Source: an optimization exercise on an open RTL-to-GDS flow (aim: small area, a short achievable clock period and few clock cycles). Production flows keep margins and buffers that such runs may drop. In this exercise RTL edits were held to simulation tests only and were not proved equivalent to the original. Power and IR drop assume default switching activity.

==> inputs of run A <==
==> flow/design.v <==
`timescale 1ns/1ps
module gamepad_engine (
    input  wire        clk,
    input  wire        rst,                  
    input  wire [1:0]  cfg_topology,         
    input  wire        cfg_axis16,           
    input  wire        cfg_hat,              
    input  wire [3:0]  cfg_settle,           
    input  wire [7:0]  cfg_active_period,    
    input  wire [7:0]  cfg_idle_period,      
    input  wire        cmd_valid,
    input  wire [15:0] cmd,
    output wire        cmd_ready,
    output reg  [3:0]  sel,
    input  wire [3:0]  sense,
    output wire        adc_req,
    output wire [1:0]  adc_ch,
    input  wire        adc_ack,
    input  wire [15:0] adc_data,
    input  wire        adc_fail,
    output wire        sink_req,
    output wire        sink_op,              
    output wire [79:0] sink_data,
    input  wire        sink_ack,
    input  wire [7:0]  sink_peers,
    input  wire        sink_fail,
    output reg  [3:0]  result,
    output wire        halted,
    output reg  [2:0]  cause,
    output wire [15:0] info
);
    localparam C_ILLEGAL = 3'd1;
    localparam C_PRECOND = 3'd2;
    localparam C_ADC     = 3'd4;
    localparam C_NOTIFY  = 3'd5;
    reg st_idle, st_dec, st_qry, st_adc, st_scan, st_fin, st_push, st_dly, st_halt;
    reg [1:0] topology;
    reg       axis16;
    reg       hat_mode;
    reg [3:0] settle_m1;     
    reg [7:0] active_period;
    reg [7:0] idle_period;
    reg [15:0] cur_cmd;      
    reg [1:0]  pos;          
    reg [7:0]  cnt;          
    reg [63:0] axes;         
    reg [15:0] btn;          
    wire [2:0] op  = cur_cmd[14:12];
    wire [1:0] g   = cur_cmd[5:4];
    wire [1:0] i   = cur_cmd[1:0];
    wire is_btn  = (op == 3'd1);
    wire is_axes = (op == 3'd2);
    wire is_hat  = (op == 3'd3);
    wire is_tick = (op == 3'd6);
    wire full    = op[2] & ~op[0];           
    wire illegal = (cur_cmd[15:12] == 4'h0) || (cur_cmd[15:12] > 4'h6) ||
                   (cur_cmd[11:8] != 4'h0) ||
                   (cur_cmd[15:12] != 4'h1 && cur_cmd[7:0] != 8'h00) ||
                   (is_hat && !hat_mode);
    wire precond = cur_cmd[7:6] != 2'd0 || cur_cmd[3:2] != 2'd0;
    wire strobe = (topology == 2'd0);
    wire demux  = topology[1];
    function [3:0] hat_encode(input [3:0] d);    
        reg hl, hr;
        begin
            hl = d[2] & ~d[3];
            hr = d[3] & ~d[2];
            if (d[0])      hat_encode = hl ? 4'd8 : (hr ? 4'd2 : 4'd1);
            else if (d[1]) hat_encode = hl ? 4'd6 : (hr ? 4'd4 : 4'd5);
            else if (hl)   hat_encode = 4'd7;
            else if (hr)   hat_encode = 4'd3;
            else           hat_encode = 4'd0;
        end
    endfunction
    assign cmd_ready = st_idle && !rst;
    assign halted    = st_halt;
    assign adc_req   = st_adc;
    assign adc_ch    = pos;
    assign sink_req  = st_qry || st_push;
    assign sink_op   = st_push;
    assign sink_data = {btn, axes[63:48], axis16 ? axes[47:32] : btn, axes[31:0]};
    wire info_hi = (cause == C_ILLEGAL);
    wire info_pc = (cause == C_PRECOND);
    wire info_lo = info_hi || info_pc;
    wire info_ch = (cause == C_ADC);
    assign info = {cur_cmd[15:12] & {4{info_hi}},
                   info_hi ? cur_cmd[11:8] : (info_pc ? cur_cmd[7:4] : 4'd0),
                   cur_cmd[7:4] & {4{info_hi}},
                   cur_cmd[3:2] & {2{info_lo}},
                   info_lo ? cur_cmd[1:0] : (info_ch ? pos : 2'd0)};
    wire [3:0]  sense_m   = sense & {4{~rst}};
    wire [3:0]  col_sense = (sense ^ {4{demux}}) & {4{~rst}};   
    wire [15:0] adc_m     = adc_data & {16{~rst}};
    wire [7:0]  adc_hl    = axis16 ? adc_m[15:8] : adc_m[7:0];
    wire accept   = st_idle && cmd_valid;
    wire decoding = st_dec;
    wire dec_ok   = !illegal && !(is_btn && precond);
    wire adc_wr   = st_adc && adc_ack && !adc_fail;
    wire adc_last = adc_wr && pos == 2'd3;
    wire q_idle   = st_qry && sink_ack && sink_peers == 8'd0;
    wire push_ok  = st_push && sink_ack && !sink_fail;
    wire       scanning  = st_scan;
    wire       sample    = scanning && (strobe ? (sel != 4'd0) : (!demux || cnt[7]));
    wire [1:0] first_pos = is_btn ? (strobe ? g : i) :
                           strobe ? (is_hat ? 2'd3 : 2'd0) : {2{demux & ~is_hat}};
    wire [1:0] last_pos  = is_btn ? (strobe ? g : i) :
                           strobe ? {1'b1, hat_mode} : {1'b1, ~demux | is_hat};
    wire       last      = (pos == last_pos);
    wire       pressed   = strobe ? sense_m[i] : col_sense[g];
    wire [3:0] dpad = strobe ? sense_m :
                      demux  ? {btn[15], col_sense[3], btn[13:12]} :
                               {col_sense[3], btn[14:12]};
    wire [3:0] hat_code = hat_encode(dpad);
    wire       hat_last = last && !rst;
    wire       scan_entry = (decoding && dec_ok && (is_btn || is_hat)) ||
                            (adc_last && !is_axes);
    wire ld_settle = accept || (sample && !last) ||
                     (scan_entry && !(full && sel[1:0] == 2'd3));
    wire ld_none   = !ld_settle && !q_idle && !push_ok;
    reg [3:0] sel_nx;
    always @(*) begin
        sel_nx = sel;
        if (scan_entry)
            sel_nx = strobe ? 4'd0 : {2'b00, first_pos};
        else if (scanning) begin
            if (strobe) begin
                if (sel == 4'd0)
                    sel_nx = 4'd1 << pos;
                else if (!last)
                    sel_nx = 4'd0;
            end else if (sample && !last)
                sel_nx = {2'b00, pos + 2'd1};
        end else if (st_fin && !strobe && !is_btn)
            sel_nx = 4'd3;
    end
    integer k;
    always @(posedge clk) begin
        if (rst) begin
            topology      <= cfg_topology;
            axis16        <= cfg_axis16;
            hat_mode      <= cfg_hat;
            settle_m1     <= cfg_settle - 4'd1;
            active_period <= cfg_active_period;
            idle_period   <= cfg_idle_period;
        end
    end
    always @(posedge clk) begin
        if (rst || (adc_wr && pos == 2'd0))                          axes[7:0]   <= adc_m[7:0];
        if (rst || (adc_wr && (axis16 ? pos == 2'd0 : pos == 2'd1))) axes[15:8]  <= adc_hl;
        if (rst || (adc_wr && (axis16 ? pos == 2'd1 : pos == 2'd2))) axes[23:16] <= adc_m[7:0];
        if (rst || (adc_wr && (axis16 ? pos == 2'd1 : pos == 2'd3))) axes[31:24] <= adc_hl;
        if (rst || (adc_wr && pos == 2'd2))                          axes[47:32] <= adc_m;
        if (rst || (adc_wr && pos == 2'd3))                          axes[63:48] <= adc_m;
        for (k = 0; k < 12; k = k + 1) begin
            if (strobe) begin
                if (rst || (sample && full && pos == k / 4))
                    btn[k] <= sense_m[k % 4];
            end else begin
                if (rst || (sample && full && pos == k % 4))
                    btn[k] <= col_sense[k / 4];
            end
        end
        for (k = 12; k < 16; k = k + 1)
            if (rst || (sample && full && hat_mode && (last || pos == k % 4)))
                btn[k] <= hat_last ? hat_code[k - 12] : col_sense[3];
    end
    always @(posedge clk) begin
        if (accept)
            cur_cmd <= cmd;
        if (decoding || st_qry)
            pos <= dec_ok && (is_btn || is_hat) ? first_pos : 2'd0;
        else if (adc_wr)
            pos <= adc_last ? first_pos : pos + 2'd1;
        else if (sample && !last)
            pos <= pos + 2'd1;
        cnt <= ({8{ld_settle}} & {4'd0, settle_m1}) |
               ({8{q_idle}}    & idle_period) |
               ({8{push_ok}}   & active_period) |
               ({8{ld_none}}   & (cnt - 8'd1));
    end
    wire scan_done = sample && last;
    wire to_fin    = is_hat || (demux && !is_btn);
    wire dly_done  = st_dly && cnt[7:1] == 7'd0;
    wire fault_ill = decoding && illegal;
    wire fault_pre = decoding && !illegal && is_btn && precond;
    wire fault_adc = st_adc && adc_ack && adc_fail;
    wire fault_snk = st_push && sink_ack && sink_fail;
    always @(posedge clk) begin
        if (rst) begin
            st_idle <= 1'b1;
            st_dec  <= 1'b0;
            st_qry  <= 1'b0;
            st_adc  <= 1'b0;
            st_scan <= 1'b0;
            st_fin  <= 1'b0;
            st_push <= 1'b0;
            st_dly  <= 1'b0;
            st_halt <= 1'b0;
            sel     <= 4'd0;
            result  <= 4'd0;
            cause   <= 3'd0;
        end else begin
            sel <= sel_nx;
            st_idle <= (st_idle && !cmd_valid) ||
                       (adc_last && is_axes) ||
                       (scan_done && !to_fin && !is_tick) ||
                       (st_fin && !is_tick) ||
                       (push_ok && !is_tick) ||
                       dly_done;
            st_dec  <= accept && cmd != 16'h6000;
            st_qry  <= (accept && cmd == 16'h6000) || (st_qry && !sink_ack);
            st_adc  <= (decoding && dec_ok && (is_axes || op == 3'd4)) ||
                       (st_qry && sink_ack && sink_peers != 8'd0) ||
                       (st_adc && !(adc_ack && (adc_fail || pos == 2'd3)));
            st_scan <= (decoding && dec_ok && (is_btn || is_hat)) ||
                       (adc_last && !is_axes) ||
                       (st_scan && !scan_done);
            st_fin  <= scan_done && to_fin;
            st_push <= (decoding && dec_ok && op == 3'd5) ||
                       (scan_done && !to_fin && is_tick) ||
                       (st_fin && is_tick) ||
                       (st_push && !sink_ack);
            st_dly  <= q_idle || (push_ok && is_tick) || (st_dly && !dly_done);
            st_halt <= st_halt || fault_ill || fault_pre || fault_adc || fault_snk;
            if (fault_ill) cause <= C_ILLEGAL;
            if (fault_pre) cause <= C_PRECOND;
            if (fault_adc) cause <= C_ADC;
            if (fault_snk) cause <= C_NOTIFY;
            if (sample) begin
                if (is_btn)
                    result <= {3'd0, pressed};
                if (is_hat)
                    result <= strobe ? sense_m : {col_sense[3], result[3:1]};
            end
            if (st_fin && is_hat)
                result <= hat_encode(result);
        end
    end
endmodule
==> flow/flow/run.sh <==
#!/bin/bash
# Standard ORFS layout (the standard.sh), with the smallest buffer on
# every input and output port instead of the default clkdlybuf4s50_1.
set -e
export BUFFER_PORTS_ARGS="-buffer_cell sky130_fd_sc_hd__buf_1"
bash standard.sh > standard.log 2>&1
==> flow/standard.sh <==
#!/bin/bash
# synth_recipe.tcl (not shown) runs the flow's synth.tcl, then flattens the netlist and writes it again
# the make line also repeats each setting of config.mk as NAME=value (left out here)
make -C /OpenROAD-flow-scripts/flow DESIGN_CONFIG=/design/flow/config.mk WORK_HOME=/design/flow/orfs CLKGATE_MAP_FILE= SYNTH_SCRIPT=/design/flow/synth_recipe.tcl "${@:-finish}"
==> flow/config.mk <==
export PLATFORM = sky130hd
export DESIGN_NAME = gamepad_engine
export DESIGN_NICKNAME = gamepad_engine
export VERILOG_FILES = /design/flow/design.v
export SDC_FILE = /design/flow/constraint.sdc
export NUM_CORES = 4
export LEC_CHECK = 0
export ABC_AREA = 1
export CAP_MARGIN = 20
export CORE_AREA = 2.3 2.72 138.92 138.72
export DIE_AREA = 0 0 141.11 141.11
export SETUP_SLACK_MARGIN = 2.4
export SLEW_MARGIN = 20
==> flow/constraint.sdc <==
create_clock -name core_clock -period 5.0 [get_ports {clk}]
set_input_delay 1.0000 -clock core_clock [delete_from_list [all_inputs] [get_ports {clk}]]
set_output_delay 1.0000 -clock core_clock [all_outputs]
set_load 0.01 [all_outputs]
==> inputs of run M, as changes to run A <==
--- a/flow/design.v
+++ b/flow/design.v
@@ -26,13 +26,9 @@
     input  wire        sink_fail,
     output reg  [3:0]  result,
     output wire        halted,
-    output reg  [2:0]  cause,
+    output wire [2:0]  cause,
     output wire [15:0] info
 );
-    localparam C_ILLEGAL = 3'd1;
-    localparam C_PRECOND = 3'd2;
-    localparam C_ADC     = 3'd4;
-    localparam C_NOTIFY  = 3'd5;
     reg st_idle, st_dec, st_qry, st_adc, st_scan, st_fin, st_push, st_dly, st_halt;
     reg [1:0] topology;
     reg       axis16;
@@ -45,6 +41,7 @@
     reg [7:0]  cnt;          
     reg [63:0] axes;         
     reg [15:0] btn;          
+    reg        f_ill, f_pre, f_adc, f_snk;    
     wire [2:0] op  = cur_cmd[14:12];
     wire [1:0] g   = cur_cmd[5:4];
     wire [1:0] i   = cur_cmd[1:0];
@@ -78,16 +75,14 @@
     assign adc_ch    = pos;
     assign sink_req  = st_qry || st_push;
     assign sink_op   = st_push;
-    assign sink_data = {btn, axes[63:48], axis16 ? axes[47:32] : btn, axes[31:0]};
-    wire info_hi = (cause == C_ILLEGAL);
-    wire info_pc = (cause == C_PRECOND);
-    wire info_lo = info_hi || info_pc;
-    wire info_ch = (cause == C_ADC);
-    assign info = {cur_cmd[15:12] & {4{info_hi}},
-                   info_hi ? cur_cmd[11:8] : (info_pc ? cur_cmd[7:4] : 4'd0),
-                   cur_cmd[7:4] & {4{info_hi}},
+    assign sink_data = {btn, axes};
+    assign cause = {f_adc | f_snk, f_pre, f_ill | f_snk};
+    wire   info_lo = f_ill | f_pre;
+    assign info = {cur_cmd[15:12] & {4{f_ill}},
+                   (cur_cmd[11:8] & {4{f_ill}}) | (cur_cmd[7:4] & {4{f_pre}}),
+                   cur_cmd[7:4] & {4{f_ill}},
                    cur_cmd[3:2] & {2{info_lo}},
-                   info_lo ? cur_cmd[1:0] : (info_ch ? pos : 2'd0)};
+                   (cur_cmd[1:0] & {2{info_lo}}) | (pos & {2{f_adc}})};
     wire [3:0]  sense_m   = sense & {4{~rst}};
     wire [3:0]  col_sense = (sense ^ {4{demux}}) & {4{~rst}};   
     wire [15:0] adc_m     = adc_data & {16{~rst}};
@@ -149,20 +144,29 @@
         if (rst || (adc_wr && (axis16 ? pos == 2'd0 : pos == 2'd1))) axes[15:8]  <= adc_hl;
         if (rst || (adc_wr && (axis16 ? pos == 2'd1 : pos == 2'd2))) axes[23:16] <= adc_m[7:0];
         if (rst || (adc_wr && (axis16 ? pos == 2'd1 : pos == 2'd3))) axes[31:24] <= adc_hl;
-        if (rst || (adc_wr && pos == 2'd2))                          axes[47:32] <= adc_m;
         if (rst || (adc_wr && pos == 2'd3))                          axes[63:48] <= adc_m;
+        for (k = 0; k < 16; k = k + 1) begin
+            if (btn_en[k])
+                btn[k] <= btn_d[k];
+            if (axis16 ? (rst || (adc_wr && pos == 2'd2)) : btn_en[k])
+                axes[32 + k] <= axis16 ? adc_m[k] : btn_d[k];
+        end
+    end
+    reg [15:0] btn_en, btn_d;
+    always @(*) begin
         for (k = 0; k < 12; k = k + 1) begin
             if (strobe) begin
-                if (rst || (sample && full && pos == k / 4))
-                    btn[k] <= sense_m[k % 4];
+                btn_en[k] = rst || (sample && full && pos == k / 4);
+                btn_d[k]  = sense_m[k % 4];
             end else begin
-                if (rst || (sample && full && pos == k % 4))
-                    btn[k] <= col_sense[k / 4];
+                btn_en[k] = rst || (sample && full && pos == k % 4);
+                btn_d[k]  = col_sense[k / 4];
             end
         end
-        for (k = 12; k < 16; k = k + 1)
-            if (rst || (sample && full && hat_mode && (last || pos == k % 4)))
-                btn[k] <= hat_last ? hat_code[k - 12] : col_sense[3];
+        for (k = 12; k < 16; k = k + 1) begin
+            btn_en[k] = rst || (sample && full && hat_mode && (last || pos == k % 4));
+            btn_d[k]  = hat_last ? hat_code[k - 12] : col_sense[3];
+        end
     end
     always @(posedge clk) begin
         if (accept)
@@ -198,7 +202,10 @@
             st_halt <= 1'b0;
             sel     <= 4'd0;
             result  <= 4'd0;
-            cause   <= 3'd0;
+            f_ill   <= 1'b0;
+            f_pre   <= 1'b0;
+            f_adc   <= 1'b0;
+            f_snk   <= 1'b0;
         end else begin
             sel <= sel_nx;
             st_idle <= (st_idle && !cmd_valid) ||
@@ -222,10 +229,10 @@
                        (st_push && !sink_ack);
             st_dly  <= q_idle || (push_ok && is_tick) || (st_dly && !dly_done);
             st_halt <= st_halt || fault_ill || fault_pre || fault_adc || fault_snk;
-            if (fault_ill) cause <= C_ILLEGAL;
-            if (fault_pre) cause <= C_PRECOND;
-            if (fault_adc) cause <= C_ADC;
-            if (fault_snk) cause <= C_NOTIFY;
+            if (fault_ill) f_ill <= 1'b1;
+            if (fault_pre) f_pre <= 1'b1;
+            if (fault_adc) f_adc <= 1'b1;
+            if (fault_snk) f_snk <= 1'b1;
             if (sample) begin
                 if (is_btn)
                     result <= {3'd0, pressed};
--- a/flow/config.mk
+++ b/flow/config.mk
@@ -8,6 +8,8 @@
 export ABC_AREA = 1
 export CAP_MARGIN = 20
 export CORE_AREA = 2.3 2.72 138.92 138.72
+export CTS_BUF_LIST = sky130_fd_sc_hd__clkbuf_8
+export CTS_CLUSTER_SIZE = 20
 export DIE_AREA = 0 0 141.11 141.11
 export SETUP_SLACK_MARGIN = 2.4
 export SLEW_MARGIN = 20
==> inputs of run X, as changes to run A <==
--- a/flow/design.v
+++ b/flow/design.v
@@ -26,13 +26,9 @@
     input  wire        sink_fail,
     output reg  [3:0]  result,
     output wire        halted,
-    output reg  [2:0]  cause,
+    output wire [2:0]  cause,
     output wire [15:0] info
 );
-    localparam C_ILLEGAL = 3'd1;
-    localparam C_PRECOND = 3'd2;
-    localparam C_ADC     = 3'd4;
-    localparam C_NOTIFY  = 3'd5;
     reg st_idle, st_dec, st_qry, st_adc, st_scan, st_fin, st_push, st_dly, st_halt;
     reg [1:0] topology;
     reg       axis16;
@@ -45,6 +41,7 @@
     reg [7:0]  cnt;          
     reg [63:0] axes;         
     reg [15:0] btn;          
+    reg        f_ill, f_pre, f_adc, f_snk;    
     wire [2:0] op  = cur_cmd[14:12];
     wire [1:0] g   = cur_cmd[5:4];
     wire [1:0] i   = cur_cmd[1:0];
@@ -78,16 +75,14 @@
     assign adc_ch    = pos;
     assign sink_req  = st_qry || st_push;
     assign sink_op   = st_push;
-    assign sink_data = {btn, axes[63:48], axis16 ? axes[47:32] : btn, axes[31:0]};
-    wire info_hi = (cause == C_ILLEGAL);
-    wire info_pc = (cause == C_PRECOND);
-    wire info_lo = info_hi || info_pc;
-    wire info_ch = (cause == C_ADC);
-    assign info = {cur_cmd[15:12] & {4{info_hi}},
-                   info_hi ? cur_cmd[11:8] : (info_pc ? cur_cmd[7:4] : 4'd0),
-                   cur_cmd[7:4] & {4{info_hi}},
+    assign sink_data = {btn, axes};
+    assign cause = {f_adc | f_snk, f_pre, f_ill | f_snk};
+    wire   info_lo = f_ill | f_pre;
+    assign info = {cur_cmd[15:12] & {4{f_ill}},
+                   (cur_cmd[11:8] & {4{f_ill}}) | (cur_cmd[7:4] & {4{f_pre}}),
+                   cur_cmd[7:4] & {4{f_ill}},
                    cur_cmd[3:2] & {2{info_lo}},
-                   info_lo ? cur_cmd[1:0] : (info_ch ? pos : 2'd0)};
+                   (cur_cmd[1:0] & {2{info_lo}}) | (pos & {2{f_adc}})};
     wire [3:0]  sense_m   = sense & {4{~rst}};
     wire [3:0]  col_sense = (sense ^ {4{demux}}) & {4{~rst}};   
     wire [15:0] adc_m     = adc_data & {16{~rst}};
@@ -149,20 +144,29 @@
         if (rst || (adc_wr && (axis16 ? pos == 2'd0 : pos == 2'd1))) axes[15:8]  <= adc_hl;
         if (rst || (adc_wr && (axis16 ? pos == 2'd1 : pos == 2'd2))) axes[23:16] <= adc_m[7:0];
         if (rst || (adc_wr && (axis16 ? pos == 2'd1 : pos == 2'd3))) axes[31:24] <= adc_hl;
-        if (rst || (adc_wr && pos == 2'd2))                          axes[47:32] <= adc_m;
         if (rst || (adc_wr && pos == 2'd3))                          axes[63:48] <= adc_m;
+        for (k = 0; k < 16; k = k + 1) begin
+            if (btn_en[k])
+                btn[k] <= btn_d[k];
+            if (axis16 ? (rst || (adc_wr && pos == 2'd2)) : btn_en[k])
+                axes[32 + k] <= axis16 ? adc_m[k] : btn_d[k];
+        end
+    end
+    reg [15:0] btn_en, btn_d;
+    always @(*) begin
         for (k = 0; k < 12; k = k + 1) begin
             if (strobe) begin
-                if (rst || (sample && full && pos == k / 4))
-                    btn[k] <= sense_m[k % 4];
+                btn_en[k] = rst || (sample && full && pos == k / 4);
+                btn_d[k]  = sense_m[k % 4];
             end else begin
-                if (rst || (sample && full && pos == k % 4))
-                    btn[k] <= col_sense[k / 4];
+                btn_en[k] = rst || (sample && full && pos == k % 4);
+                btn_d[k]  = col_sense[k / 4];
             end
         end
-        for (k = 12; k < 16; k = k + 1)
-            if (rst || (sample && full && hat_mode && (last || pos == k % 4)))
-                btn[k] <= hat_last ? hat_code[k - 12] : col_sense[3];
+        for (k = 12; k < 16; k = k + 1) begin
+            btn_en[k] = rst || (sample && full && hat_mode && (last || pos == k % 4));
+            btn_d[k]  = hat_last ? hat_code[k - 12] : col_sense[3];
+        end
     end
     always @(posedge clk) begin
         if (accept)
@@ -198,7 +202,10 @@
             st_halt <= 1'b0;
             sel     <= 4'd0;
             result  <= 4'd0;
-            cause   <= 3'd0;
+            f_ill   <= 1'b0;
+            f_pre   <= 1'b0;
+            f_adc   <= 1'b0;
+            f_snk   <= 1'b0;
         end else begin
             sel <= sel_nx;
             st_idle <= (st_idle && !cmd_valid) ||
@@ -222,10 +229,10 @@
                        (st_push && !sink_ack);
             st_dly  <= q_idle || (push_ok && is_tick) || (st_dly && !dly_done);
             st_halt <= st_halt || fault_ill || fault_pre || fault_adc || fault_snk;
-            if (fault_ill) cause <= C_ILLEGAL;
-            if (fault_pre) cause <= C_PRECOND;
-            if (fault_adc) cause <= C_ADC;
-            if (fault_snk) cause <= C_NOTIFY;
+            if (fault_ill) f_ill <= 1'b1;
+            if (fault_pre) f_pre <= 1'b1;
+            if (fault_adc) f_adc <= 1'b1;
+            if (fault_snk) f_snk <= 1'b1;
             if (sample) begin
                 if (is_btn)
                     result <= {3'd0, pressed};
--- a/flow/config.mk
+++ b/flow/config.mk
@@ -8,6 +8,9 @@
 export ABC_AREA = 1
 export CAP_MARGIN = 20
 export CORE_AREA = 2.3 2.72 138.92 138.72
+export CTS_BUF_LIST = sky130_fd_sc_hd__clkbuf_8
+export CTS_CLUSTER_DIAMETER = 120
+export CTS_CLUSTER_SIZE = 40
 export DIE_AREA = 0 0 141.11 141.11
-export SETUP_SLACK_MARGIN = 2.4
+export SETUP_SLACK_MARGIN = 2.6
 export SLEW_MARGIN = 20
==> notes.md <==
For this run, the number of standard cells in the final layout without fillers is 1,157. The logs give 1,767 for the number of fillers in the final layout and 18.4 mm for the total wirelength of the detailed-routed design. The run finished with no timing, DRC or antenna violations. The net switching power is 0.847 mW, and the minimum clock period is 2.56 ns.

The fraction of the mapped netlist area in adder cells works out to 1.69%. The layout overhead on the synthesized area is 19.0%.
# the run above: run A

==> notes.md <==
Counting I/O delays and the setup requirement, the final critical path takes 2.70 ns. The total wirelength of the detailed-routed design was 19.2 mm; the number of standard cells in the final layout excluding fillers was 1,217. Counting the fill cells in the layout gives 1,849.

Summing the areas of all fa, ha and maj instances in the mapped netlist gives 1.75% of the synthesized area. The flow ran to the end and the layout has no timing, DRC or antenna violations.
# the run above: run M

==> notes.md <==
The worst path in the final design needs a cycle of 2.45 ns, including I/O delays and setup. The kind of cell adding the most delay to the critical path is buffers and inverters. The filler cells instantiated in the layout total 1,824.

For this run, the number of standard cells in the final layout without fillers is 1,220. Of all nets on the critical path, the largest fanout is 4. TritonCTS built the clock tree.

The met1 layer usage reported by global route is 25.7%. The run finished with no timing, DRC or antenna violations. The fraction of the mapped netlist area in adder cells works out to 1.75%. In this run the power spent charging and discharging nets is 0.856 mW. The layout overhead on the synthesized area came out at 22.8%. Leaving out fill and tap cells, the most frequent cell in the layout is nand2_1.
# the run above: run X

Testbench counts of run A, summed over its fixed seeds: cycles 10,562.
Testbench counts of run M, summed over its fixed seeds: cycles 10,562.
Testbench counts of run X, summed over its fixed seeds: cycles 10,562.

==> afterwards: timing with drivers on the ports <==
No port has a modelled driver above. Below, the same layouts with a new extraction and two added sets of constraints.
Step 1 assumes that a clkbuf_16 drives the clock port and a buf_2 every other input.
Step 2 adds t to the input delays and takes it off the output delays; t is the mean of the earliest and latest rising clock arrival at the registers after step 1. Input paths then give back, and output paths get back, about the clock's delay inside the block.
Slacks: ideal ports / drivers / drivers and shift; pairs: ideal ports / drivers.
run | t (ns) | setup slack, ns | worst hold slack (ns) | clock arrival spread, ns | worst slew at a driven data input, ns
run A | 0.459 | 2.444 / 2.391 / 2.062 | 0.454 / 0.454 / 0.454 | 0.012 / 0.012 | 0.05
run M | 0.504 | 2.302 / 2.266 / 2.054 | 0.467 / 0.467 / 0.467 | 0.013 / 0.014 | 0.05
run X | 0.494 | 2.549 / 2.495 / 2.128 | 0.466 / 0.466 / 0.466 | 0.009 / 0.010 | 0.07
After both steps setup and hold are still met in every run listed. The setup slack of run X, which loses most, moves by -0.054 ns with the drivers and by -0.421 ns with both steps.
